This is an optimization exercise on Yosys and OpenROAD, whose aim is small area, a short achievable clock period and few clock cycles, not a production implementation. Function not checked in this run: the RTL went through the layout flow alone. Power and IR drop assume default switching activity.

$ cat flow/config.mk
export PLATFORM = sky130hd
export DESIGN_NAME = kb_report_encoder
export DESIGN_NICKNAME = kb_report_encoder
export VERILOG_FILES = /design/flow/design.v
export SDC_FILE = /design/flow/constraint.sdc
export NUM_CORES = 4
export LEC_CHECK = 0
export ABC_AREA = 1
export CAP_MARGIN = 20
export CORE_MARGIN = 2
export CORE_UTILIZATION = 55
export PLACE_DENSITY = 0.8
export SETUP_SLACK_MARGIN = 1.6
export SLEW_MARGIN = 20
$ cat flow/constraint.sdc
create_clock -name core_clock -period 5.0 [get_ports {clk}]
set_input_delay 1.0000 -clock core_clock [delete_from_list [all_inputs] [get_ports {clk}]]
set_output_delay 1.0000 -clock core_clock [all_outputs]
set_load 0.01 [all_outputs]
$ cat flow/flow/run.sh
#!/bin/bash
# The standard layout (standard.sh), with every input and output port still
# buffered, but with a plain buffer cell (buf_1) instead of the resizer's
# default choice (a delay buffer, clkdlybuf4s50_1).
set -euo pipefail
export BUFFER_PORTS_ARGS="-buffer_cell sky130_fd_sc_hd__buf_1"
bash standard.sh > standard_flow.log 2>&1
$ cat flow/standard.sh
#!/bin/bash
# synth_recipe.tcl (not shown) runs the flow's synth.tcl, then flattens the netlist and writes it again
# the make line also repeats each setting of config.mk as NAME=value (left out here)
make -C /OpenROAD-flow-scripts/flow DESIGN_CONFIG=/design/flow/config.mk WORK_HOME=/design/flow/orfs CLKGATE_MAP_FILE= SYNTH_SCRIPT=/design/flow/synth_recipe.tcl "${@:-finish}"
$ cat flow/design.v
module kb_keymap (
    input  wire       layer,
    input  wire [6:0] idx,
    output reg  [7:0] code
);
    always @(*) begin
        case ({layer, idx})
            {1'b0, 7'd0}: code = 8'h29;
            {1'b0, 7'd1}: code = 8'h35;
            {1'b0, 7'd2}: code = 8'h2B;
            {1'b0, 7'd3}: code = 8'h39;
            {1'b0, 7'd4}: code = 8'hE1;
            {1'b0, 7'd5}: code = 8'hE0;
            {1'b0, 7'd6}: code = 8'h3A;
            {1'b0, 7'd7}: code = 8'h1E;
            {1'b0, 7'd8}: code = 8'h14;
            {1'b0, 7'd9}: code = 8'h04;
            {1'b0, 7'd10}: code = 8'h1D;
            {1'b0, 7'd11}: code = 8'hE3;
            {1'b0, 7'd12}: code = 8'h3B;
            {1'b0, 7'd13}: code = 8'h1F;
            {1'b0, 7'd14}: code = 8'h1A;
            {1'b0, 7'd15}: code = 8'h16;
            {1'b0, 7'd16}: code = 8'h1B;
            {1'b0, 7'd17}: code = 8'hE2;
            {1'b0, 7'd18}: code = 8'h3C;
            {1'b0, 7'd19}: code = 8'h20;
            {1'b0, 7'd20}: code = 8'h08;
            {1'b0, 7'd21}: code = 8'h07;
            {1'b0, 7'd22}: code = 8'h06;
            {1'b0, 7'd24}: code = 8'h3D;
            {1'b0, 7'd25}: code = 8'h21;
            {1'b0, 7'd26}: code = 8'h15;
            {1'b0, 7'd27}: code = 8'h09;
            {1'b0, 7'd28}: code = 8'h19;
            {1'b0, 7'd30}: code = 8'h3E;
            {1'b0, 7'd31}: code = 8'h22;
            {1'b0, 7'd32}: code = 8'h17;
            {1'b0, 7'd33}: code = 8'h0A;
            {1'b0, 7'd34}: code = 8'h05;
            {1'b0, 7'd35}: code = 8'h2C;
            {1'b0, 7'd36}: code = 8'h3F;
            {1'b0, 7'd37}: code = 8'h23;
            {1'b0, 7'd38}: code = 8'h1C;
            {1'b0, 7'd39}: code = 8'h0B;
            {1'b0, 7'd40}: code = 8'h11;
            {1'b0, 7'd42}: code = 8'h40;
            {1'b0, 7'd43}: code = 8'h24;
            {1'b0, 7'd44}: code = 8'h18;
            {1'b0, 7'd45}: code = 8'h0D;
            {1'b0, 7'd46}: code = 8'h10;
            {1'b0, 7'd48}: code = 8'h41;
            {1'b0, 7'd49}: code = 8'h25;
            {1'b0, 7'd50}: code = 8'h0C;
            {1'b0, 7'd51}: code = 8'h0E;
            {1'b0, 7'd52}: code = 8'h36;
            {1'b0, 7'd54}: code = 8'h42;
            {1'b0, 7'd55}: code = 8'h26;
            {1'b0, 7'd56}: code = 8'h12;
            {1'b0, 7'd57}: code = 8'h0F;
            {1'b0, 7'd58}: code = 8'h37;
            {1'b0, 7'd59}: code = 8'hE6;
            {1'b0, 7'd60}: code = 8'h43;
            {1'b0, 7'd61}: code = 8'h27;
            {1'b0, 7'd62}: code = 8'h13;
            {1'b0, 7'd63}: code = 8'h33;
            {1'b0, 7'd64}: code = 8'h38;
            {1'b0, 7'd65}: code = 8'hE7;
            {1'b0, 7'd66}: code = 8'h44;
            {1'b0, 7'd67}: code = 8'h2D;
            {1'b0, 7'd68}: code = 8'h2F;
            {1'b0, 7'd69}: code = 8'h34;
            {1'b0, 7'd71}: code = 8'hE4;
            {1'b0, 7'd72}: code = 8'h45;
            {1'b0, 7'd73}: code = 8'h2E;
            {1'b0, 7'd74}: code = 8'h30;
            {1'b0, 7'd77}: code = 8'h50;
            {1'b0, 7'd78}: code = 8'h46;
            {1'b0, 7'd79}: code = 8'h2A;
            {1'b0, 7'd80}: code = 8'h31;
            {1'b0, 7'd81}: code = 8'h28;
            {1'b0, 7'd82}: code = 8'hE5;
            {1'b0, 7'd83}: code = 8'h51;
            {1'b0, 7'd84}: code = 8'h4C;
            {1'b0, 7'd85}: code = 8'h49;
            {1'b0, 7'd88}: code = 8'h52;
            {1'b0, 7'd89}: code = 8'h4F;
            {1'b0, 7'd90}: code = 8'h4A;
            {1'b0, 7'd91}: code = 8'h4B;
            {1'b0, 7'd92}: code = 8'h4E;
            {1'b0, 7'd93}: code = 8'h4D;
            {1'b1, 7'd0}: code = 8'h01;
            {1'b1, 7'd1}: code = 8'h35;
            {1'b1, 7'd2}: code = 8'h2B;
            {1'b1, 7'd3}: code = 8'h39;
            {1'b1, 7'd4}: code = 8'hE5;
            {1'b1, 7'd5}: code = 8'hE0;
            {1'b1, 7'd6}: code = 8'h7F;
            {1'b1, 7'd7}: code = 8'h1E;
            {1'b1, 7'd8}: code = 8'h14;
            {1'b1, 7'd9}: code = 8'h03;
            {1'b1, 7'd10}: code = 8'h1D;
            {1'b1, 7'd11}: code = 8'hE3;
            {1'b1, 7'd12}: code = 8'h80;
            {1'b1, 7'd13}: code = 8'h1F;
            {1'b1, 7'd14}: code = 8'h1A;
            {1'b1, 7'd15}: code = 8'h16;
            {1'b1, 7'd16}: code = 8'h1B;
            {1'b1, 7'd17}: code = 8'hE2;
            {1'b1, 7'd18}: code = 8'h81;
            {1'b1, 7'd19}: code = 8'h20;
            {1'b1, 7'd20}: code = 8'h08;
            {1'b1, 7'd21}: code = 8'h07;
            {1'b1, 7'd24}: code = 8'h74;
            {1'b1, 7'd25}: code = 8'h21;
            {1'b1, 7'd26}: code = 8'h15;
            {1'b1, 7'd27}: code = 8'h09;
            {1'b1, 7'd28}: code = 8'h19;
            {1'b1, 7'd30}: code = 8'h75;
            {1'b1, 7'd31}: code = 8'h22;
            {1'b1, 7'd32}: code = 8'h17;
            {1'b1, 7'd33}: code = 8'h0A;
            {1'b1, 7'd34}: code = 8'h05;
            {1'b1, 7'd36}: code = 8'h76;
            {1'b1, 7'd37}: code = 8'h23;
            {1'b1, 7'd38}: code = 8'h1C;
            {1'b1, 7'd39}: code = 8'h0B;
            {1'b1, 7'd40}: code = 8'h11;
            {1'b1, 7'd42}: code = 8'h77;
            {1'b1, 7'd43}: code = 8'h24;
            {1'b1, 7'd44}: code = 8'h18;
            {1'b1, 7'd45}: code = 8'h0D;
            {1'b1, 7'd46}: code = 8'h10;
            {1'b1, 7'd48}: code = 8'h78;
            {1'b1, 7'd49}: code = 8'h25;
            {1'b1, 7'd50}: code = 8'h0C;
            {1'b1, 7'd51}: code = 8'h0E;
            {1'b1, 7'd52}: code = 8'h36;
            {1'b1, 7'd54}: code = 8'h79;
            {1'b1, 7'd55}: code = 8'h26;
            {1'b1, 7'd56}: code = 8'h12;
            {1'b1, 7'd57}: code = 8'h0F;
            {1'b1, 7'd58}: code = 8'h37;
            {1'b1, 7'd59}: code = 8'hE6;
            {1'b1, 7'd60}: code = 8'h7A;
            {1'b1, 7'd61}: code = 8'h27;
            {1'b1, 7'd62}: code = 8'h13;
            {1'b1, 7'd63}: code = 8'h33;
            {1'b1, 7'd64}: code = 8'h38;
            {1'b1, 7'd65}: code = 8'hE7;
            {1'b1, 7'd66}: code = 8'h7B;
            {1'b1, 7'd67}: code = 8'h2D;
            {1'b1, 7'd68}: code = 8'h2F;
            {1'b1, 7'd69}: code = 8'h34;
            {1'b1, 7'd71}: code = 8'hE4;
            {1'b1, 7'd72}: code = 8'h7C;
            {1'b1, 7'd73}: code = 8'h2E;
            {1'b1, 7'd74}: code = 8'h30;
            {1'b1, 7'd77}: code = 8'h4A;
            {1'b1, 7'd78}: code = 8'h48;
            {1'b1, 7'd79}: code = 8'h2A;
            {1'b1, 7'd80}: code = 8'h31;
            {1'b1, 7'd81}: code = 8'h28;
            {1'b1, 7'd82}: code = 8'hE5;
            {1'b1, 7'd83}: code = 8'h4E;
            {1'b1, 7'd84}: code = 8'h47;
            {1'b1, 7'd85}: code = 8'h49;
            {1'b1, 7'd88}: code = 8'h4B;
            {1'b1, 7'd89}: code = 8'h4D;
            {1'b1, 7'd90}: code = 8'h02;
            {1'b1, 7'd91}: code = 8'h4B;
            {1'b1, 7'd92}: code = 8'h4E;
            {1'b1, 7'd93}: code = 8'h4D;
            default: code = 8'h00;
        endcase
    end
endmodule
module kb_report_encoder (
    input  wire        clk,
    input  wire        rst,
    input  wire        start,
    input  wire [95:0] deb,
    output wire        ready,
    output reg         done,
    output reg  [63:0] report,
    output wire        changed
);
    wire L = deb[95];
    reg        busy;
    reg  [2:0] ph;
    reg  [12:0] gtr;     
    reg  [5:1] qst;     
    reg        valid, diffa, diffb;
    wire p0 = ~busy;
    wire active = busy | start;
    wire cont;          
    wire n0 = (deb[0] & ~L);
    wire n1 = deb[1];
    wire n2 = deb[2];
    wire n3 = deb[3];
    wire n4 = deb[6];
    wire n5 = deb[7];
    wire n6 = deb[8];
    wire n7 = (deb[9] & ~L);
    wire n8 = deb[10];
    wire n9 = deb[12];
    wire n10 = deb[13];
    wire n11 = deb[14];
    wire n12 = deb[15];
    wire n13 = deb[16];
    wire n14 = deb[18];
    wire n15 = deb[19];
    wire n16 = deb[20];
    wire n17 = deb[21];
    wire n18 = (deb[22] & ~L);
    wire n19 = deb[24];
    wire n20 = deb[25];
    wire n21 = deb[26];
    wire n22 = deb[27];
    wire n23 = deb[28];
    wire n24 = deb[30];
    wire n25 = deb[31];
    wire n26 = deb[32];
    wire n27 = deb[33];
    wire n28 = deb[34];
    wire n29 = (deb[35] & ~L);
    wire n30 = deb[36];
    wire n31 = deb[37];
    wire n32 = deb[38];
    wire n33 = deb[39];
    wire n34 = deb[40];
    wire n35 = deb[42];
    wire n36 = deb[43];
    wire n37 = deb[44];
    wire n38 = deb[45];
    wire n39 = deb[46];
    wire n40 = deb[48];
    wire n41 = deb[49];
    wire n42 = deb[50];
    wire n43 = deb[51];
    wire n44 = deb[52];
    wire n45 = deb[54];
    wire n46 = deb[55];
    wire n47 = deb[56];
    wire n48 = deb[57];
    wire n49 = deb[58];
    wire n50 = deb[60];
    wire n51 = deb[61];
    wire n52 = deb[62];
    wire n53 = deb[63];
    wire n54 = deb[64];
    wire n55 = deb[66];
    wire n56 = deb[67];
    wire n57 = deb[68];
    wire n58 = deb[69];
    wire n59 = deb[72];
    wire n60 = deb[73];
    wire n61 = deb[74];
    wire n62 = deb[77];
    wire n63 = deb[78];
    wire n64 = deb[79];
    wire n65 = deb[80];
    wire n66 = deb[81];
    wire n67 = deb[83];
    wire n68 = deb[84];
    wire n69 = deb[85];
    wire n70 = deb[88];
    wire n71 = deb[89];
    wire n72 = (deb[90] & ~L);
    wire n73 = deb[91];
    wire n74 = deb[92];
    wire n75 = deb[93];
    wire n76 = 1'b0;
    wire n77 = 1'b0;
    wire gt0 = gtr[0];
    wire m0 = n0 & gt0;
    wire m1 = n1 & (gt0 | (gtr[1] & qst[1]));
    wire m2 = n2 & (gt0 | (gtr[1] & qst[2]));
    wire m3 = n3 & (gt0 | (gtr[1] & qst[3]));
    wire m4 = n4 & (gt0 | (gtr[1] & qst[4]));
    wire m5 = n5 & (gt0 | (gtr[1] & qst[5]));
    wire a0 = m0 | m1 | m2 | m3 | m4 | m5;
    wire d0 = (m0 & m1) | (m0 & m2) | (m0 & m3) | (m0 & m4) | (m0 & m5) | (m1 & m2) | (m1 & m3) | (m1 & m4) | (m1 & m5) | (m2 & m3) | (m2 & m4) | (m2 & m5) | (m3 & m4) | (m3 & m5) | (m4 & m5);
    wire h0 = m0;
    wire h1 = ~m0 & m1;
    wire h2 = ~m0 & ~m1 & m2;
    wire h3 = ~m0 & ~m1 & ~m2 & m3;
    wire h4 = ~m0 & ~m1 & ~m2 & ~m3 & m4;
    wire h5 = ~m0 & ~m1 & ~m2 & ~m3 & ~m4 & m5;
    wire af0_1 = m0;
    wire af0_2 = m0 | m1;
    wire af0_3 = m0 | m1 | m2;
    wire af0_4 = m0 | m1 | m2 | m3;
    wire af0_5 = m0 | m1 | m2 | m3 | m4;
    wire lc0_0 = h0 | h1 | h2 | h3 | (L & (h4));
    wire lc0_1 = h2 | h4 | h5;
    wire lc0_2 = h1 | h5 | (L & (h4));
    wire lc0_3 = h0 | h2 | h3 | h4 | h5;
    wire lc0_4 = h1 | h3 | h4 | h5;
    wire lc0_5 = h0 | h1 | h2 | h3 | h4;
    wire lc0_6 = (L & (h4));
    wire lc0_7 = 1'b0;
    wire gt1 = gtr[1];
    wire m6 = n6 & gt1;
    wire m7 = n7 & (gt1 | (gtr[2] & qst[1]));
    wire m8 = n8 & (gt1 | (gtr[2] & qst[2]));
    wire m9 = n9 & (gt1 | (gtr[2] & qst[3]));
    wire m10 = n10 & (gt1 | (gtr[2] & qst[4]));
    wire m11 = n11 & (gt1 | (gtr[2] & qst[5]));
    wire a1 = m6 | m7 | m8 | m9 | m10 | m11;
    wire d1 = (m6 & m7) | (m6 & m8) | (m6 & m9) | (m6 & m10) | (m6 & m11) | (m7 & m8) | (m7 & m9) | (m7 & m10) | (m7 & m11) | (m8 & m9) | (m8 & m10) | (m8 & m11) | (m9 & m10) | (m9 & m11) | (m10 & m11);
    wire h6 = m6;
    wire h7 = ~m6 & m7;
    wire h8 = ~m6 & ~m7 & m8;
    wire h9 = ~m6 & ~m7 & ~m8 & m9;
    wire h10 = ~m6 & ~m7 & ~m8 & ~m9 & m10;
    wire h11 = ~m6 & ~m7 & ~m8 & ~m9 & ~m10 & m11;
    wire af1_1 = m6;
    wire af1_2 = m6 | m7;
    wire af1_3 = m6 | m7 | m8;
    wire af1_4 = m6 | m7 | m8 | m9;
    wire af1_5 = m6 | m7 | m8 | m9 | m10;
    wire lc1_0 = h8 | h10 | (~L & (h9));
    wire lc1_1 = h10 | h11 | (~L & (h9));
    wire lc1_2 = h6 | h7 | h8 | h10;
    wire lc1_3 = h8 | h10 | h11 | (~L & (h9));
    wire lc1_4 = h6 | h8 | h10 | h11 | (~L & (h9));
    wire lc1_5 = (~L & (h9));
    wire lc1_6 = 1'b0;
    wire lc1_7 = (L & (h9));
    wire gt2 = gtr[2];
    wire m12 = n12 & gt2;
    wire m13 = n13 & (gt2 | (gtr[3] & qst[1]));
    wire m14 = n14 & (gt2 | (gtr[3] & qst[2]));
    wire m15 = n15 & (gt2 | (gtr[3] & qst[3]));
    wire m16 = n16 & (gt2 | (gtr[3] & qst[4]));
    wire m17 = n17 & (gt2 | (gtr[3] & qst[5]));
    wire a2 = m12 | m13 | m14 | m15 | m16 | m17;
    wire d2 = (m12 & m13) | (m12 & m14) | (m12 & m15) | (m12 & m16) | (m12 & m17) | (m13 & m14) | (m13 & m15) | (m13 & m16) | (m13 & m17) | (m14 & m15) | (m14 & m16) | (m14 & m17) | (m15 & m16) | (m15 & m17) | (m16 & m17);
    wire h12 = m12;
    wire h13 = ~m12 & m13;
    wire h14 = ~m12 & ~m13 & m14;
    wire h15 = ~m12 & ~m13 & ~m14 & m15;
    wire h16 = ~m12 & ~m13 & ~m14 & ~m15 & m16;
    wire h17 = ~m12 & ~m13 & ~m14 & ~m15 & ~m16 & m17;
    wire af2_1 = m12;
    wire af2_2 = m12 | m13;
    wire af2_3 = m12 | m13 | m14;
    wire af2_4 = m12 | m13 | m14 | m15;
    wire af2_5 = m12 | m13 | m14 | m15 | m16;
    wire lc2_0 = h13 | h17 | (L & (h14));
    wire lc2_1 = h12 | h13 | h17;
    wire lc2_2 = h12 | h17 | (~L & (h14));
    wire lc2_3 = h13 | h16 | (~L & (h14));
    wire lc2_4 = h12 | h13 | (~L & (h14));
    wire lc2_5 = h15 | (~L & (h14));
    wire lc2_6 = 1'b0;
    wire lc2_7 = (L & (h14));
    wire gt3 = gtr[3];
    wire m18 = n18 & gt3;
    wire m19 = n19 & (gt3 | (gtr[4] & qst[1]));
    wire m20 = n20 & (gt3 | (gtr[4] & qst[2]));
    wire m21 = n21 & (gt3 | (gtr[4] & qst[3]));
    wire m22 = n22 & (gt3 | (gtr[4] & qst[4]));
    wire m23 = n23 & (gt3 | (gtr[4] & qst[5]));
    wire a3 = m18 | m19 | m20 | m21 | m22 | m23;
    wire d3 = (m18 & m19) | (m18 & m20) | (m18 & m21) | (m18 & m22) | (m18 & m23) | (m19 & m20) | (m19 & m21) | (m19 & m22) | (m19 & m23) | (m20 & m21) | (m20 & m22) | (m20 & m23) | (m21 & m22) | (m21 & m23) | (m22 & m23);
    wire h18 = m18;
    wire h19 = ~m18 & m19;
    wire h20 = ~m18 & ~m19 & m20;
    wire h21 = ~m18 & ~m19 & ~m20 & m21;
    wire h22 = ~m18 & ~m19 & ~m20 & ~m21 & m22;
    wire h23 = ~m18 & ~m19 & ~m20 & ~m21 & ~m22 & m23;
    wire af3_1 = m18;
    wire af3_2 = m18 | m19;
    wire af3_3 = m18 | m19 | m20;
    wire af3_4 = m18 | m19 | m20 | m21;
    wire af3_5 = m18 | m19 | m20 | m21 | m22;
    wire lc3_0 = h20 | h21 | h22 | h23 | (~L & (h19));
    wire lc3_1 = h18;
    wire lc3_2 = h18 | h19 | h21;
    wire lc3_3 = h22 | h23 | (~L & (h19));
    wire lc3_4 = h19 | h21 | h23;
    wire lc3_5 = h19 | h20;
    wire lc3_6 = (L & (h19));
    wire lc3_7 = 1'b0;
    wire gt4 = gtr[4];
    wire m24 = n24 & gt4;
    wire m25 = n25 & (gt4 | (gtr[5] & qst[1]));
    wire m26 = n26 & (gt4 | (gtr[5] & qst[2]));
    wire m27 = n27 & (gt4 | (gtr[5] & qst[3]));
    wire m28 = n28 & (gt4 | (gtr[5] & qst[4]));
    wire m29 = n29 & (gt4 | (gtr[5] & qst[5]));
    wire a4 = m24 | m25 | m26 | m27 | m28 | m29;
    wire d4 = (m24 & m25) | (m24 & m26) | (m24 & m27) | (m24 & m28) | (m24 & m29) | (m25 & m26) | (m25 & m27) | (m25 & m28) | (m25 & m29) | (m26 & m27) | (m26 & m28) | (m26 & m29) | (m27 & m28) | (m27 & m29) | (m28 & m29);
    wire h24 = m24;
    wire h25 = ~m24 & m25;
    wire h26 = ~m24 & ~m25 & m26;
    wire h27 = ~m24 & ~m25 & ~m26 & m27;
    wire h28 = ~m24 & ~m25 & ~m26 & ~m27 & m28;
    wire h29 = ~m24 & ~m25 & ~m26 & ~m27 & ~m28 & m29;
    wire af4_1 = m24;
    wire af4_2 = m24 | m25;
    wire af4_3 = m24 | m25 | m26;
    wire af4_4 = m24 | m25 | m26 | m27;
    wire af4_5 = m24 | m25 | m26 | m27 | m28;
    wire lc4_0 = h26 | h28 | (L & (h24));
    wire lc4_1 = h25 | h26 | h27 | (~L & (h24));
    wire lc4_2 = h24 | h26 | h28 | h29;
    wire lc4_3 = h27 | h29 | (~L & (h24));
    wire lc4_4 = h24 | h26;
    wire lc4_5 = h24 | h25 | h29;
    wire lc4_6 = (L & (h24));
    wire lc4_7 = 1'b0;
    wire gt5 = gtr[5];
    wire m30 = n30 & gt5;
    wire m31 = n31 & (gt5 | (gtr[6] & qst[1]));
    wire m32 = n32 & (gt5 | (gtr[6] & qst[2]));
    wire m33 = n33 & (gt5 | (gtr[6] & qst[3]));
    wire m34 = n34 & (gt5 | (gtr[6] & qst[4]));
    wire m35 = n35 & (gt5 | (gtr[6] & qst[5]));
    wire a5 = m30 | m31 | m32 | m33 | m34 | m35;
    wire d5 = (m30 & m31) | (m30 & m32) | (m30 & m33) | (m30 & m34) | (m30 & m35) | (m31 & m32) | (m31 & m33) | (m31 & m34) | (m31 & m35) | (m32 & m33) | (m32 & m34) | (m32 & m35) | (m33 & m34) | (m33 & m35) | (m34 & m35);
    wire h30 = m30;
    wire h31 = ~m30 & m31;
    wire h32 = ~m30 & ~m31 & m32;
    wire h33 = ~m30 & ~m31 & ~m32 & m33;
    wire h34 = ~m30 & ~m31 & ~m32 & ~m33 & m34;
    wire h35 = ~m30 & ~m31 & ~m32 & ~m33 & ~m34 & m35;
    wire af5_1 = m30;
    wire af5_2 = m30 | m31;
    wire af5_3 = m30 | m31 | m32;
    wire af5_4 = m30 | m31 | m32 | m33;
    wire af5_5 = m30 | m31 | m32 | m33 | m34;
    wire lc5_0 = h31 | h33 | h34 | (~L & (h30)) | (L & (h35));
    wire lc5_1 = h30 | h31 | h33 | (L & (h35));
    wire lc5_2 = h30 | h32 | (L & (h35));
    wire lc5_3 = h32 | h33 | (~L & (h30));
    wire lc5_4 = h30 | h32 | h34 | (L & (h35));
    wire lc5_5 = h30 | h31 | (L & (h35));
    wire lc5_6 = h35 | (L & (h30));
    wire lc5_7 = 1'b0;
    wire gt6 = gtr[6];
    wire m36 = n36 & gt6;
    wire m37 = n37 & (gt6 | (gtr[7] & qst[1]));
    wire m38 = n38 & (gt6 | (gtr[7] & qst[2]));
    wire m39 = n39 & (gt6 | (gtr[7] & qst[3]));
    wire m40 = n40 & (gt6 | (gtr[7] & qst[4]));
    wire m41 = n41 & (gt6 | (gtr[7] & qst[5]));
    wire a6 = m36 | m37 | m38 | m39 | m40 | m41;
    wire d6 = (m36 & m37) | (m36 & m38) | (m36 & m39) | (m36 & m40) | (m36 & m41) | (m37 & m38) | (m37 & m39) | (m37 & m40) | (m37 & m41) | (m38 & m39) | (m38 & m40) | (m38 & m41) | (m39 & m40) | (m39 & m41) | (m40 & m41);
    wire h36 = m36;
    wire h37 = ~m36 & m37;
    wire h38 = ~m36 & ~m37 & m38;
    wire h39 = ~m36 & ~m37 & ~m38 & m39;
    wire h40 = ~m36 & ~m37 & ~m38 & ~m39 & m40;
    wire h41 = ~m36 & ~m37 & ~m38 & ~m39 & ~m40 & m41;
    wire af6_1 = m36;
    wire af6_2 = m36 | m37;
    wire af6_3 = m36 | m37 | m38;
    wire af6_4 = m36 | m37 | m38 | m39;
    wire af6_5 = m36 | m37 | m38 | m39 | m40;
    wire lc6_0 = h38 | h41 | (~L & (h40));
    wire lc6_1 = 1'b0;
    wire lc6_2 = h36 | h38 | h41;
    wire lc6_3 = h37 | h38 | (L & (h40));
    wire lc6_4 = h37 | h39 | (L & (h40));
    wire lc6_5 = h36 | h41 | (L & (h40));
    wire lc6_6 = h40;
    wire lc6_7 = 1'b0;
    wire gt7 = gtr[7];
    wire m42 = n42 & gt7;
    wire m43 = n43 & (gt7 | (gtr[8] & qst[1]));
    wire m44 = n44 & (gt7 | (gtr[8] & qst[2]));
    wire m45 = n45 & (gt7 | (gtr[8] & qst[3]));
    wire m46 = n46 & (gt7 | (gtr[8] & qst[4]));
    wire m47 = n47 & (gt7 | (gtr[8] & qst[5]));
    wire a7 = m42 | m43 | m44 | m45 | m46 | m47;
    wire d7 = (m42 & m43) | (m42 & m44) | (m42 & m45) | (m42 & m46) | (m42 & m47) | (m43 & m44) | (m43 & m45) | (m43 & m46) | (m43 & m47) | (m44 & m45) | (m44 & m46) | (m44 & m47) | (m45 & m46) | (m45 & m47) | (m46 & m47);
    wire h42 = m42;
    wire h43 = ~m42 & m43;
    wire h44 = ~m42 & ~m43 & m44;
    wire h45 = ~m42 & ~m43 & ~m44 & m45;
    wire h46 = ~m42 & ~m43 & ~m44 & ~m45 & m46;
    wire h47 = ~m42 & ~m43 & ~m44 & ~m45 & ~m46 & m47;
    wire af7_1 = m42;
    wire af7_2 = m42 | m43;
    wire af7_3 = m42 | m43 | m44;
    wire af7_4 = m42 | m43 | m44 | m45;
    wire af7_5 = m42 | m43 | m44 | m45 | m46;
    wire lc7_0 = (L & (h45));
    wire lc7_1 = h43 | h44 | h46 | h47 | (~L & (h45));
    wire lc7_2 = h42 | h43 | h44 | h46;
    wire lc7_3 = h42 | h43 | (L & (h45));
    wire lc7_4 = h44 | h47 | (L & (h45));
    wire lc7_5 = h44 | h46 | (L & (h45));
    wire lc7_6 = h45;
    wire lc7_7 = 1'b0;
    wire gt8 = gtr[8];
    wire m48 = n48 & gt8;
    wire m49 = n49 & (gt8 | (gtr[9] & qst[1]));
    wire m50 = n50 & (gt8 | (gtr[9] & qst[2]));
    wire m51 = n51 & (gt8 | (gtr[9] & qst[3]));
    wire m52 = n52 & (gt8 | (gtr[9] & qst[4]));
    wire m53 = n53 & (gt8 | (gtr[9] & qst[5]));
    wire a8 = m48 | m49 | m50 | m51 | m52 | m53;
    wire d8 = (m48 & m49) | (m48 & m50) | (m48 & m51) | (m48 & m52) | (m48 & m53) | (m49 & m50) | (m49 & m51) | (m49 & m52) | (m49 & m53) | (m50 & m51) | (m50 & m52) | (m50 & m53) | (m51 & m52) | (m51 & m53) | (m52 & m53);
    wire h48 = m48;
    wire h49 = ~m48 & m49;
    wire h50 = ~m48 & ~m49 & m50;
    wire h51 = ~m48 & ~m49 & ~m50 & m51;
    wire h52 = ~m48 & ~m49 & ~m50 & ~m51 & m52;
    wire h53 = ~m48 & ~m49 & ~m50 & ~m51 & ~m52 & m53;
    wire af8_1 = m48;
    wire af8_2 = m48 | m49;
    wire af8_3 = m48 | m49 | m50;
    wire af8_4 = m48 | m49 | m50 | m51;
    wire af8_5 = m48 | m49 | m50 | m51 | m52;
    wire lc8_0 = h48 | h49 | h51 | h52 | h53 | (~L & (h50));
    wire lc8_1 = h48 | h49 | h50 | h51 | h52 | h53;
    wire lc8_2 = h48 | h49 | h51;
    wire lc8_3 = h48 | (L & (h50));
    wire lc8_4 = h49 | h52 | h53 | (L & (h50));
    wire lc8_5 = h49 | h51 | h53 | (L & (h50));
    wire lc8_6 = h50;
    wire lc8_7 = 1'b0;
    wire gt9 = gtr[9];
    wire m54 = n54 & gt9;
    wire m55 = n55 & (gt9 | (gtr[10] & qst[1]));
    wire m56 = n56 & (gt9 | (gtr[10] & qst[2]));
    wire m57 = n57 & (gt9 | (gtr[10] & qst[3]));
    wire m58 = n58 & (gt9 | (gtr[10] & qst[4]));
    wire m59 = n59 & (gt9 | (gtr[10] & qst[5]));
    wire a9 = m54 | m55 | m56 | m57 | m58 | m59;
    wire d9 = (m54 & m55) | (m54 & m56) | (m54 & m57) | (m54 & m58) | (m54 & m59) | (m55 & m56) | (m55 & m57) | (m55 & m58) | (m55 & m59) | (m56 & m57) | (m56 & m58) | (m56 & m59) | (m57 & m58) | (m57 & m59) | (m58 & m59);
    wire h54 = m54;
    wire h55 = ~m54 & m55;
    wire h56 = ~m54 & ~m55 & m56;
    wire h57 = ~m54 & ~m55 & ~m56 & m57;
    wire h58 = ~m54 & ~m55 & ~m56 & ~m57 & m58;
    wire h59 = ~m54 & ~m55 & ~m56 & ~m57 & ~m58 & m59;
    wire af9_1 = m54;
    wire af9_2 = m54 | m55;
    wire af9_3 = m54 | m55 | m56;
    wire af9_4 = m54 | m55 | m56 | m57;
    wire af9_5 = m54 | m55 | m56 | m57 | m58;
    wire lc9_0 = h56 | h57 | (~L & (h59)) | (L & (h55));
    wire lc9_1 = h57 | (L & (h55));
    wire lc9_2 = h56 | h57 | h58 | h59 | (~L & (h55));
    wire lc9_3 = h54 | h56 | h57 | (L & (h55 | h59));
    wire lc9_4 = h54 | h58 | (L & (h55 | h59));
    wire lc9_5 = h54 | h56 | h57 | h58 | (L & (h55 | h59));
    wire lc9_6 = h55 | h59;
    wire lc9_7 = 1'b0;
    wire gt10 = gtr[10];
    wire m60 = n60 & gt10;
    wire m61 = n61 & (gt10 | (gtr[11] & qst[1]));
    wire m62 = n62 & (gt10 | (gtr[11] & qst[2]));
    wire m63 = n63 & (gt10 | (gtr[11] & qst[3]));
    wire m64 = n64 & (gt10 | (gtr[11] & qst[4]));
    wire m65 = n65 & (gt10 | (gtr[11] & qst[5]));
    wire a10 = m60 | m61 | m62 | m63 | m64 | m65;
    wire d10 = (m60 & m61) | (m60 & m62) | (m60 & m63) | (m60 & m64) | (m60 & m65) | (m61 & m62) | (m61 & m63) | (m61 & m64) | (m61 & m65) | (m62 & m63) | (m62 & m64) | (m62 & m65) | (m63 & m64) | (m63 & m65) | (m64 & m65);
    wire h60 = m60;
    wire h61 = ~m60 & m61;
    wire h62 = ~m60 & ~m61 & m62;
    wire h63 = ~m60 & ~m61 & ~m62 & m63;
    wire h64 = ~m60 & ~m61 & ~m62 & ~m63 & m64;
    wire h65 = ~m60 & ~m61 & ~m62 & ~m63 & ~m64 & m65;
    wire af10_1 = m60;
    wire af10_2 = m60 | m61;
    wire af10_3 = m60 | m61 | m62;
    wire af10_4 = m60 | m61 | m62 | m63;
    wire af10_5 = m60 | m61 | m62 | m63 | m64;
    wire lc10_0 = h65;
    wire lc10_1 = h60 | h64 | (~L & (h63)) | (L & (h62));
    wire lc10_2 = h60 | (~L & (h63));
    wire lc10_3 = h60 | h64 | (L & (h62 | h63));
    wire lc10_4 = h61 | h65 | (~L & (h62));
    wire lc10_5 = h60 | h61 | h64 | h65;
    wire lc10_6 = h62 | h63;
    wire lc10_7 = 1'b0;
    wire gt11 = gtr[11];
    wire m66 = n66 & gt11;
    wire m67 = n67 & (gt11 | (gtr[12] & qst[1]));
    wire m68 = n68 & (gt11 | (gtr[12] & qst[2]));
    wire m69 = n69 & (gt11 | (gtr[12] & qst[3]));
    wire m70 = n70 & (gt11 | (gtr[12] & qst[4]));
    wire m71 = n71 & (gt11 | (gtr[12] & qst[5]));
    wire a11 = m66 | m67 | m68 | m69 | m70 | m71;
    wire d11 = (m66 & m67) | (m66 & m68) | (m66 & m69) | (m66 & m70) | (m66 & m71) | (m67 & m68) | (m67 & m69) | (m67 & m70) | (m67 & m71) | (m68 & m69) | (m68 & m70) | (m68 & m71) | (m69 & m70) | (m69 & m71) | (m70 & m71);
    wire h66 = m66;
    wire h67 = ~m66 & m67;
    wire h68 = ~m66 & ~m67 & m68;
    wire h69 = ~m66 & ~m67 & ~m68 & m69;
    wire h70 = ~m66 & ~m67 & ~m68 & ~m69 & m70;
    wire h71 = ~m66 & ~m67 & ~m68 & ~m69 & ~m70 & m71;
    wire af11_1 = m66;
    wire af11_2 = m66 | m67;
    wire af11_3 = m66 | m67 | m68;
    wire af11_4 = m66 | m67 | m68 | m69;
    wire af11_5 = m66 | m67 | m68 | m69 | m70;
    wire lc11_0 = h69 | h71 | (~L & (h67)) | (L & (h68 | h70));
    wire lc11_1 = h70 | (~L & (h71)) | (L & (h67 | h68));
    wire lc11_2 = h68 | h71 | (L & (h67));
    wire lc11_3 = h66 | h69 | h71 | (~L & (h68)) | (L & (h67 | h70));
    wire lc11_4 = (~L & (h67 | h70));
    wire lc11_5 = h66;
    wire lc11_6 = h67 | h68 | h69 | h70 | h71;
    wire lc11_7 = 1'b0;
    wire gt12 = gtr[12];
    wire m72 = n72 & gt12;
    wire m73 = n73 & (gt12 | (1'b1 & qst[1]));
    wire m74 = n74 & (gt12 | (1'b1 & qst[2]));
    wire m75 = n75 & (gt12 | (1'b1 & qst[3]));
    wire m76 = n76 & (gt12 | (1'b1 & qst[4]));
    wire m77 = n77 & (gt12 | (1'b1 & qst[5]));
    wire a12 = m72 | m73 | m74 | m75 | m76 | m77;
    wire d12 = (m72 & m73) | (m72 & m74) | (m72 & m75) | (m72 & m76) | (m72 & m77) | (m73 & m74) | (m73 & m75) | (m73 & m76) | (m73 & m77) | (m74 & m75) | (m74 & m76) | (m74 & m77) | (m75 & m76) | (m75 & m77) | (m76 & m77);
    wire h72 = m72;
    wire h73 = ~m72 & m73;
    wire h74 = ~m72 & ~m73 & m74;
    wire h75 = ~m72 & ~m73 & ~m74 & m75;
    wire h76 = ~m72 & ~m73 & ~m74 & ~m75 & m76;
    wire h77 = ~m72 & ~m73 & ~m74 & ~m75 & ~m76 & m77;
    wire af12_1 = m72;
    wire af12_2 = m72 | m73;
    wire af12_3 = m72 | m73 | m74;
    wire af12_4 = m72 | m73 | m74 | m75;
    wire af12_5 = m72 | m73 | m74 | m75 | m76;
    wire lc12_0 = h73 | h75;
    wire lc12_1 = h72 | h73 | h74;
    wire lc12_2 = h74 | h75;
    wire lc12_3 = h72 | h73 | h74 | h75;
    wire lc12_4 = 1'b0;
    wire lc12_5 = 1'b0;
    wire lc12_6 = h72 | h73 | h74 | h75;
    wire lc12_7 = 1'b0;
    reg  [12:0] pin;   
    integer s_, d_;
    always @(*) begin
        pin = {a12,a11,a10,a9,a8,a7,a6,a5,a4,a3,a2,a1,a0};
        for (d_ = 1; d_ < 13; d_ = d_ * 2)
            for (s_ = 12; s_ >= 0; s_ = s_ - 1)
                if ((s_ / d_) % 2 == 1) pin[s_] = pin[s_] | pin[(s_ / d_) * d_ - 1];
    end
    wire [13:0] P = {pin, 1'b0};   
    wire any = P[13];
    wire r0 = a0 & ~P[0];
    wire r1 = a1 & ~P[1];
    wire r2 = a2 & ~P[2];
    wire r3 = a3 & ~P[3];
    wire r4 = a4 & ~P[4];
    wire r5 = a5 & ~P[5];
    wire r6 = a6 & ~P[6];
    wire r7 = a7 & ~P[7];
    wire r8 = a8 & ~P[8];
    wire r9 = a9 & ~P[9];
    wire r10 = a10 & ~P[10];
    wire r11 = a11 & ~P[11];
    wire r12 = a12 & ~P[12];
    wire [7:0] code;
    assign code[0] = (r0 & lc0_0) | (r1 & lc1_0) | (r2 & lc2_0) | (r3 & lc3_0) | (r4 & lc4_0) | (r5 & lc5_0) | (r6 & lc6_0) | (r7 & lc7_0) | (r8 & lc8_0) | (r9 & lc9_0) | (r10 & lc10_0) | (r11 & lc11_0) | (r12 & lc12_0);
    assign code[1] = (r0 & lc0_1) | (r1 & lc1_1) | (r2 & lc2_1) | (r3 & lc3_1) | (r4 & lc4_1) | (r5 & lc5_1) | (r6 & lc6_1) | (r7 & lc7_1) | (r8 & lc8_1) | (r9 & lc9_1) | (r10 & lc10_1) | (r11 & lc11_1) | (r12 & lc12_1);
    assign code[2] = (r0 & lc0_2) | (r1 & lc1_2) | (r2 & lc2_2) | (r3 & lc3_2) | (r4 & lc4_2) | (r5 & lc5_2) | (r6 & lc6_2) | (r7 & lc7_2) | (r8 & lc8_2) | (r9 & lc9_2) | (r10 & lc10_2) | (r11 & lc11_2) | (r12 & lc12_2);
    assign code[3] = (r0 & lc0_3) | (r1 & lc1_3) | (r2 & lc2_3) | (r3 & lc3_3) | (r4 & lc4_3) | (r5 & lc5_3) | (r6 & lc6_3) | (r7 & lc7_3) | (r8 & lc8_3) | (r9 & lc9_3) | (r10 & lc10_3) | (r11 & lc11_3) | (r12 & lc12_3);
    assign code[4] = (r0 & lc0_4) | (r1 & lc1_4) | (r2 & lc2_4) | (r3 & lc3_4) | (r4 & lc4_4) | (r5 & lc5_4) | (r6 & lc6_4) | (r7 & lc7_4) | (r8 & lc8_4) | (r9 & lc9_4) | (r10 & lc10_4) | (r11 & lc11_4) | (r12 & lc12_4);
    assign code[5] = (r0 & lc0_5) | (r1 & lc1_5) | (r2 & lc2_5) | (r3 & lc3_5) | (r4 & lc4_5) | (r5 & lc5_5) | (r6 & lc6_5) | (r7 & lc7_5) | (r8 & lc8_5) | (r9 & lc9_5) | (r10 & lc10_5) | (r11 & lc11_5) | (r12 & lc12_5);
    assign code[6] = (r0 & lc0_6) | (r1 & lc1_6) | (r2 & lc2_6) | (r3 & lc3_6) | (r4 & lc4_6) | (r5 & lc5_6) | (r6 & lc6_6) | (r7 & lc7_6) | (r8 & lc8_6) | (r9 & lc9_6) | (r10 & lc10_6) | (r11 & lc11_6) | (r12 & lc12_6);
    assign code[7] = (r0 & lc0_7) | (r1 & lc1_7) | (r2 & lc2_7) | (r3 & lc3_7) | (r4 & lc4_7) | (r5 & lc5_7) | (r6 & lc6_7) | (r7 & lc7_7) | (r8 & lc8_7) | (r9 & lc9_7) | (r10 & lc10_7) | (r11 & lc11_7) | (r12 & lc12_7);
    wire qn1 = (r0 & af0_1) | (r1 & af1_1) | (r2 & af2_1) | (r3 & af3_1) | (r4 & af4_1) | (r5 & af5_1) | (r6 & af6_1) | (r7 & af7_1) | (r8 & af8_1) | (r9 & af9_1) | (r10 & af10_1) | (r11 & af11_1) | (r12 & af12_1);
    wire qn2 = (r0 & af0_2) | (r1 & af1_2) | (r2 & af2_2) | (r3 & af3_2) | (r4 & af4_2) | (r5 & af5_2) | (r6 & af6_2) | (r7 & af7_2) | (r8 & af8_2) | (r9 & af9_2) | (r10 & af10_2) | (r11 & af11_2) | (r12 & af12_2);
    wire qn3 = (r0 & af0_3) | (r1 & af1_3) | (r2 & af2_3) | (r3 & af3_3) | (r4 & af4_3) | (r5 & af5_3) | (r6 & af6_3) | (r7 & af7_3) | (r8 & af8_3) | (r9 & af9_3) | (r10 & af10_3) | (r11 & af11_3) | (r12 & af12_3);
    wire qn4 = (r0 & af0_4) | (r1 & af1_4) | (r2 & af2_4) | (r3 & af3_4) | (r4 & af4_4) | (r5 & af5_4) | (r6 & af6_4) | (r7 & af7_4) | (r8 & af8_4) | (r9 & af9_4) | (r10 & af10_4) | (r11 & af11_4) | (r12 & af12_4);
    wire qn5 = (r0 & af0_5) | (r1 & af1_5) | (r2 & af2_5) | (r3 & af3_5) | (r4 & af4_5) | (r5 & af5_5) | (r6 & af6_5) | (r7 & af7_5) | (r8 & af8_5) | (r9 & af9_5) | (r10 & af10_5) | (r11 & af11_5) | (r12 & af12_5);
    wire tc1_1 = a0 | a1;
    wire tc1_2 = (a0 & a1);
    wire tc2_1 = a2 | a3;
    wire tc2_2 = (a2 & a3);
    wire tc3_1 = a4 | a5;
    wire tc3_2 = (a4 & a5);
    wire tc4_1 = a6 | a7;
    wire tc4_2 = (a6 & a7);
    wire tc5_1 = a8 | a9;
    wire tc5_2 = (a8 & a9);
    wire tc6_1 = a10 | a11;
    wire tc6_2 = (a10 & a11);
    wire tc7_1 = tc1_1 | tc2_1;
    wire tc7_2 = tc1_2 | tc2_2 | (tc1_1 & tc2_1);
    wire tc7_3 = (tc1_1 & tc2_2) | (tc1_2 & tc2_1);
    wire tc7_4 = (tc1_2 & tc2_2);
    wire tc8_1 = tc3_1 | tc4_1;
    wire tc8_2 = tc3_2 | tc4_2 | (tc3_1 & tc4_1);
    wire tc8_3 = (tc3_1 & tc4_2) | (tc3_2 & tc4_1);
    wire tc8_4 = (tc3_2 & tc4_2);
    wire tc9_1 = tc5_1 | tc6_1;
    wire tc9_2 = tc5_2 | tc6_2 | (tc5_1 & tc6_1);
    wire tc9_3 = (tc5_1 & tc6_2) | (tc5_2 & tc6_1);
    wire tc9_4 = (tc5_2 & tc6_2);
    wire tc10_1 = tc7_1 | tc8_1;
    wire tc10_2 = tc7_2 | tc8_2 | (tc7_1 & tc8_1);
    wire tc10_3 = tc7_3 | tc8_3 | (tc7_1 & tc8_2) | (tc7_2 & tc8_1);
    wire tc10_4 = tc7_4 | tc8_4 | (tc7_1 & tc8_3) | (tc7_2 & tc8_2) | (tc7_3 & tc8_1);
    wire tc10_5 = (tc7_1 & tc8_4) | (tc7_2 & tc8_3) | (tc7_3 & tc8_2) | (tc7_4 & tc8_1);
    wire tc10_6 = (tc7_2 & tc8_4) | (tc7_3 & tc8_3) | (tc7_4 & tc8_2);
    wire tc10_7 = (tc7_3 & tc8_4) | (tc7_4 & tc8_3);
    wire tc11_1 = tc9_1 | a12;
    wire tc11_2 = tc9_2 | (tc9_1 & a12);
    wire tc11_3 = tc9_3 | (tc9_2 & a12);
    wire tc11_4 = tc9_4 | (tc9_3 & a12);
    wire tc11_5 = (tc9_4 & a12);
    wire tc12_1 = tc10_1 | tc11_1;
    wire tc12_2 = tc10_2 | tc11_2 | (tc10_1 & tc11_1);
    wire tc12_3 = tc10_3 | tc11_3 | (tc10_1 & tc11_2) | (tc10_2 & tc11_1);
    wire tc12_4 = tc10_4 | tc11_4 | (tc10_1 & tc11_3) | (tc10_2 & tc11_2) | (tc10_3 & tc11_1);
    wire tc12_5 = tc10_5 | tc11_5 | (tc10_1 & tc11_4) | (tc10_2 & tc11_3) | (tc10_3 & tc11_2) | (tc10_4 & tc11_1);
    wire tc12_6 = tc10_6 | (tc10_1 & tc11_5) | (tc10_2 & tc11_4) | (tc10_3 & tc11_3) | (tc10_4 & tc11_2) | (tc10_5 & tc11_1);
    wire tc12_7 = tc10_7 | (tc10_2 & tc11_5) | (tc10_3 & tc11_4) | (tc10_4 & tc11_3) | (tc10_5 & tc11_2) | (tc10_6 & tc11_1);
    wire more = tc12_2 | d0 | d1 | d2 | d3 | d4 | d5 | d6 | d7 | d8 | d9 | d10 | d11 | d12;
    wire early = ((ph == 3'd0) & tc12_7) | ((ph == 3'd1) & tc12_6) | ((ph == 3'd2) & tc12_5) | ((ph == 3'd3) & tc12_4) | ((ph == 3'd4) & tc12_3);
    wire [7:0] mods = ({8{deb[4]}} & (L ? 8'h20 : 8'h02)) | ({8{deb[5]}} & 8'h01) | ({8{deb[11]}} & 8'h08) | ({8{deb[17]}} & 8'h04) | ({8{deb[59]}} & 8'h40) | ({8{deb[65]}} & 8'h80) | ({8{deb[71]}} & 8'h10) | ({8{deb[82]}} & 8'h20);
    wire any9 = deb[10] | deb[12] | deb[13] | deb[14] | deb[15] | deb[16] | deb[18] | deb[19] | deb[20] | deb[21] | deb[24] | deb[25] | deb[26] | deb[27] | deb[28] | deb[30] | deb[31] | deb[32] | deb[33] | deb[34] | deb[36] | deb[37] | deb[38] | deb[39] | deb[40] | deb[42] | deb[43] | deb[44] | deb[45] | deb[46] | deb[48] | deb[49] | deb[50] | deb[51] | deb[52] | deb[54] | deb[55] | deb[56] | deb[57] | deb[58] | deb[60] | deb[61] | deb[62] | deb[63] | deb[64] | deb[66] | deb[67] | deb[68] | deb[69] | deb[72] | deb[73] | deb[74] | deb[77] | deb[78] | deb[79] | deb[80] | deb[81] | deb[83] | deb[84] | deb[85] | deb[88] | deb[89] | deb[91] | deb[92] | deb[93];
    wire any90 = deb[91] | deb[92] | deb[93];
    wire sent = L & (deb[0] | deb[9] | deb[90]);
    wire [7:0] sbyte = deb[90] ? (any90 ? 8'h01 : 8'h02) :
                       deb[9]  ? (any9  ? 8'h01 : 8'h03) : 8'h01;
    wire [2:0] phe = ph;    
    reg  earlyq;
    wire ovf    = (more & (phe == 3'd5)) | (busy & earlyq);
    wire fill   = (p0 & sent) | ovf;
    wire [7:0] fb = (p0 & sent) ? sbyte : 8'h01;
    wire finish = fill | ~more;
    assign cont = active & ~finish;
    wire [7:0] old [0:5];
    reg  [5:0] en;
    reg  [7:0] d [0:5];
    integer s;
    always @(*) begin
        for (s = 0; s < 6; s = s + 1) begin
            en[s] = fill | (phe == s) | (finish & (phe < s));
            d[s]  = fill ? fb : ((phe == s) ? code : 8'h00);
        end
    end
    genvar gs;
    generate for (gs = 0; gs < 6; gs = gs + 1) begin : G_OLD
        assign old[gs] = report[16 + 8*gs +: 8];
    end endgenerate
    wire dmods = (mods != report[7:0]);
    reg  [7:0] old_ph;    
    reg  dfill, dzero, old_not01;
    always @(*) begin
        old_ph = 8'h00; dfill = 1'b0; dzero = 1'b0; old_not01 = 1'b0;
        for (s = 0; s < 6; s = s + 1) begin
            old_ph    = old_ph | ({8{phe == s}} & old[s]);
            dfill     = dfill | ((phe <= s) & (old[s] != fb));
            dzero     = dzero | ((phe < s) & (old[s] != 8'h00));
            old_not01 = old_not01 | ((phe == s) & (old[s] != 8'h01));
        end
    end
    reg  [1:0] xr;
    wire [7:0] xc = code ^ old_ph;
    reg        chg_r;
    wire xdiff = |xr;
    wire cmpen = ~fill & ~(p0 & ~valid);
    wire enow = (p0 & dmods) | (finish & dzero);
    wire nz   = (mods != 8'h00) | sent | any;
    wire chg_fin = fill ? ((p0 ? (valid ? dmods : 1'b1) : diffb) | dfill) :
                   p0  ? (valid ? enow : nz) : (diffa | xdiff | enow);
    assign changed = chg_r | xdiff;
    assign ready = ~busy;
    always @(posedge clk) begin
        if (rst) begin
            busy  <= 1'b0;
            done  <= 1'b0;
            valid <= 1'b0;
        end else begin
            done <= active & finish;
            busy <= active & ~finish;
            if (active & p0) valid <= 1'b1;
        end
        ph  <= (rst | ~cont) ? 3'd0 : phe + 3'd1;
        gtr <= (rst | ~cont) ? {13{1'b1}} : P[12:0];
        qst <= {qn5,qn4,qn3,qn2,qn1};
        earlyq <= early;
        xr  <= (active & cmpen) ? {|xc[7:4], |xc[3:0]} : 2'b00;
        if (active) begin
            if (p0) report[7:0] <= mods;
            for (s = 0; s < 6; s = s + 1)
                if (en[s]) report[16 + 8*s +: 8] <= d[s];
            report[15:8] <= 8'h00;
            chg_r <= chg_fin;
            diffa <= p0 ? (valid ? enow : 1'b1) : (diffa | xdiff | enow);
            diffb <= p0 ? (valid ? (dmods | old_not01) : 1'b1) : (diffb | old_not01);
        end
    end
endmodule
==> results.sh <==
export IMPL_status="no timing/DRC/antenna violations"
export IMPL_syn_inst=1576
export IMPL_clock_skew_ps=17.8
export IMPL_critPathMaxStageDelay_ps=310
export IMPL_p_total_w=0.00223
export IMPL_period_share_pct=66.2
export IMPL_start_util_pct=56.4
export IMPL_cts_tree="built"
export IMPL_grt_overflow_total=0
export IMPL_path_class="in -> reg"
export IMPL_ioPinCount=166
export IMPL_ys_warn_count=2
export IMPL_finalCriticalPeriod_ps=3310
export IMPL_core_sq_mm=0.0166
export IMPL_syn_to_final_growth_pct=15.8
export IMPL_cp_cell_sequence="buf_1 > nand2_2 > nand2_2 > nor2_4 > inv_2 > nor2_8 > nand3_4 > inv_2 > nor2_2 > nor2_2 > o21ai_2 > nor2_2 > nand2_2 > a21oi_4 > a31oi_1 > buf_4"
export IMPL_slew_headroom_pct=36.5
export IMPL_vias=11600
export IMPL_synthTopCellsByArea="nand2_1, edfxtp_1, nor2_1"
export IMPL_async_reset_ff_share_pct=0
export IMPL_wl_um=37500
export IMPL_mostFrequentLayoutCell="nand2_1"
export IMPL_final_setup_viol_count=0
export IMPL_p_leak_nw=5.51
export IMPL_cts_sinks=86
export IMPL_layout_common_cells="nand2_1, nor2_1, inv_1, buf_1, nand3_1"
export IMPL_setup_slack_ps=1690
export IMPL_viasPerCell=5.89
export IMPL_grt_max_degree=19
export IMPL_drt_initial_drc_count=1438
export IMPL_dp_cells=1928
export IMPL_grt_antenna_before_repair=1
export IMPL_dp_slack_ps=682
export IMPL_die_h_um=135
export IMPL_drc_errors=0
export IMPL_die_area_sq_mm=0.0181
export IMPL_power_density_mw_per_mm2=205
export IMPL_rsz0062_at_grt="false"
export IMPL_regArea_sq_mm=0.00232
export IMPL_hpwl_um=29600
export IMPL_port_buffer_count=146
export IMPL_cts_hold_buf=0
export IMPL_multi_input_area_sq_mm=0.00625
export IMPL_clk_pin_slew_ps=70
export IMPL_avgSynthCellArea_sq_um=5.96
export IMPL_grtUsageTotal_pct=40.6
export IMPL_cp_arrival_ps=3420
export IMPL_wl_per_cell_um=19.1
export IMPL_drtAntennaViolNets=0
export IMPL_synth_seq_cells=86
export IMPL_cp_max_fo=8
export IMPL_gp_congestion=1.07
export IMPL_required_ps=5110
export IMPL_yosysTopAreaCell="nand2_1"
export IMPL_final_cells=1969
export IMPL_peakVddDrop_uv=200
export IMPL_numCtsBuffers=9
export IMPL_maxCapViolCount=0
export IMPL_clock_latency_ps=360
export IMPL_fin_tns_setup_ps=0
export IMPL_cp_start_kind="input port"
export IMPL_cp_slowest_cell="a21oi_4"
export IMPL_first_global_vias=10400
export IMPL_htreeDepth=3
export IMPL_rows=47
export IMPL_seq_area_frac_synth_pct=24.6
export IMPL_yosysUniqueCellTypes=56
export IMPL_synth_cell_area_sq_mm=0.00939
export IMPL_cts_root_buf="clkbuf_16"
export IMPL_synth_top_area_share_pct=19.4
export IMPL_die_w_um=135
export IMPL_synthFlopType="edfxtp_1"
export IMPL_synth_edff_count=59
export IMPL_n_fill_cell=1643
export IMPL_drive_gt1_share_pct=12.8
export IMPL_max_clock_path_buffers=2
export IMPL_fmaxAchievable_ghz=0.302
export IMPL_hold_violations=0
export IMPL_crit_path_end_kind="flop"
export IMPL_drv_slew=0
export IMPL_whs_ps=504
export IMPL_grt_pass1_wl_um=56400
export IMPL_tightest_slew_ps=943
export IMPL_firstDrtPassIters=6
export IMPL_min_path_type="reg -> reg"
export IMPL_nets=1846
[worst max-delay path, delay by kind of cell]
| family | cells | cell delay [ps] |
|---|---|---|
| AOI/OAI and AO/OA | 3 | 560 |
| buffers and inverters | 4 | 590 |
| and+or+nand+nor | 9 | 1250 |
[cells in the mapped netlist (all sizes together), types with 2 or more instances]
cell / number
a221oi: 4
nand3b: 8
a31oi: 7
edfxtp: 59
xor2: 7
o211ai: 12
buf: 22
nand2: 534
clkinv: 7
a22oi: 2
o22ai: 7
o221ai: 2
o31ai: 3
o21ai: 74
clkbuf: 8
nor3: 17
o2111ai: 6
a211oi: 2
nor3b: 2
a21oi: 50
xnor2: 2
nor2: 267
nand3: 145
nor4: 23
o21bai: 2
nand4: 38
inv: 225
dfxtp: 27
ha: 4
[where the power goes]
part / switching, W / internal (W) / total, W
clock: 0.000358 / 0.000355 / 0.000713
sequential: 0.0000668 / 0.000827 / 0.000894
combinational: 0.000435 / 0.000190 / 0.000625
[area by class of cell]
| class | count | share of cell area, % |
|---|---|---|
| Antenna cell | 1 | 0.0230 |
| Clock buffer | 9 | 2.07 |
| Clock inverter | 7 | 0.679 |
| Inverter | 232 | 8.07 |
| Multi-Input combinational cell | 1237 | 57.4 |
| Sequential cell | 86 | 21.3 |
| Tap cell | 220 | 2.53 |
| Timing Repair Buffer | 177 | 7.90 |
[per-stage QoR]
step / utilization, % / cell area (sq um)
after floorplan: - / 9430
after CTS: 63.9 / 10600
final: 65.4 / 10900
after global routing: 65.4 / 10900
after detailed placement: 60.8 / 10100
after global placement: 60.8 / 10100
[flip-flops by register name (all words and copies together), names as in the netlist]
signal	count
ph	3
qst	5
earlyq	1
xr	2
diffa	1
report	56
busy	1
diffb	1
chg_r	1
valid	1
gtr	13
done	1
[worst paths after layout]
kind | start | to | slack [ps] | cells past startpoint
setup reg to reg | qst[2] | gtr[10] | 1700 | 15
hold reg to reg | valid | valid | 500 | 2
setup / recovery | deb[57] | report[49] | 1690 | 16
hold / removal | valid | valid | 500 | 2
[metal layers]
layer  track usage, %  vias up  share of wire [%]
met5                0        -                  0
met3             9.01       93                 14
met1             55.8     5274                 40
li1                 -     5451                  -
met4             11.8        0                2.9
met2             64.1      787                 44
[repair_timing]
action	4_1_cts	5_1_grt
pin swaps	5	13
buffers inserted	8	13
setup endpoints to repair	105	107
gates cloned	2	1
gates resized for setup	22	42
[logic make-up (layout without fill, tap and decap cells)]
group           Yosys count  after routing  share of synthesized area, %
simple gates           1038           1040                          51.3
fa+ha+maj                 4              4                         0.533
xor+xnor                  9              9                         0.839
other cells               1              9                        0.0399
flops                    86             86                          24.6
buf+inv                 262            425                          11.4
compound gates          176            176                          11.2

-- re-timing with driven ports --
The results above use ideal ports. As a check the final layout listed here was re-extracted and re-timed, cells and wires unchanged.
Step 1, drivers: a clkbuf_16 drives clk and a buf_2 each remaining input, both assumed.
Step 2 adds t to the input delays and takes it off the output delays; t is the mean of the earliest and latest rising clock arrival at the registers after step 1. Input paths then give back, and output paths get back, about the clock's delay inside the block.
Slacks: no drivers / after step 1 / after step 2; pairs: no drivers / after step 1.
t, ns: 0.400
setup WS [ns]: 1.692 / 1.705 / 1.319
worst register clock-pin slew, ns: 0.09 / 0.09
cell pins on the clock port's net: 1
After both steps setup and hold are still met in this run. The setup slack of this run moves by +0.013 ns with the drivers and by -0.373 ns with both steps.
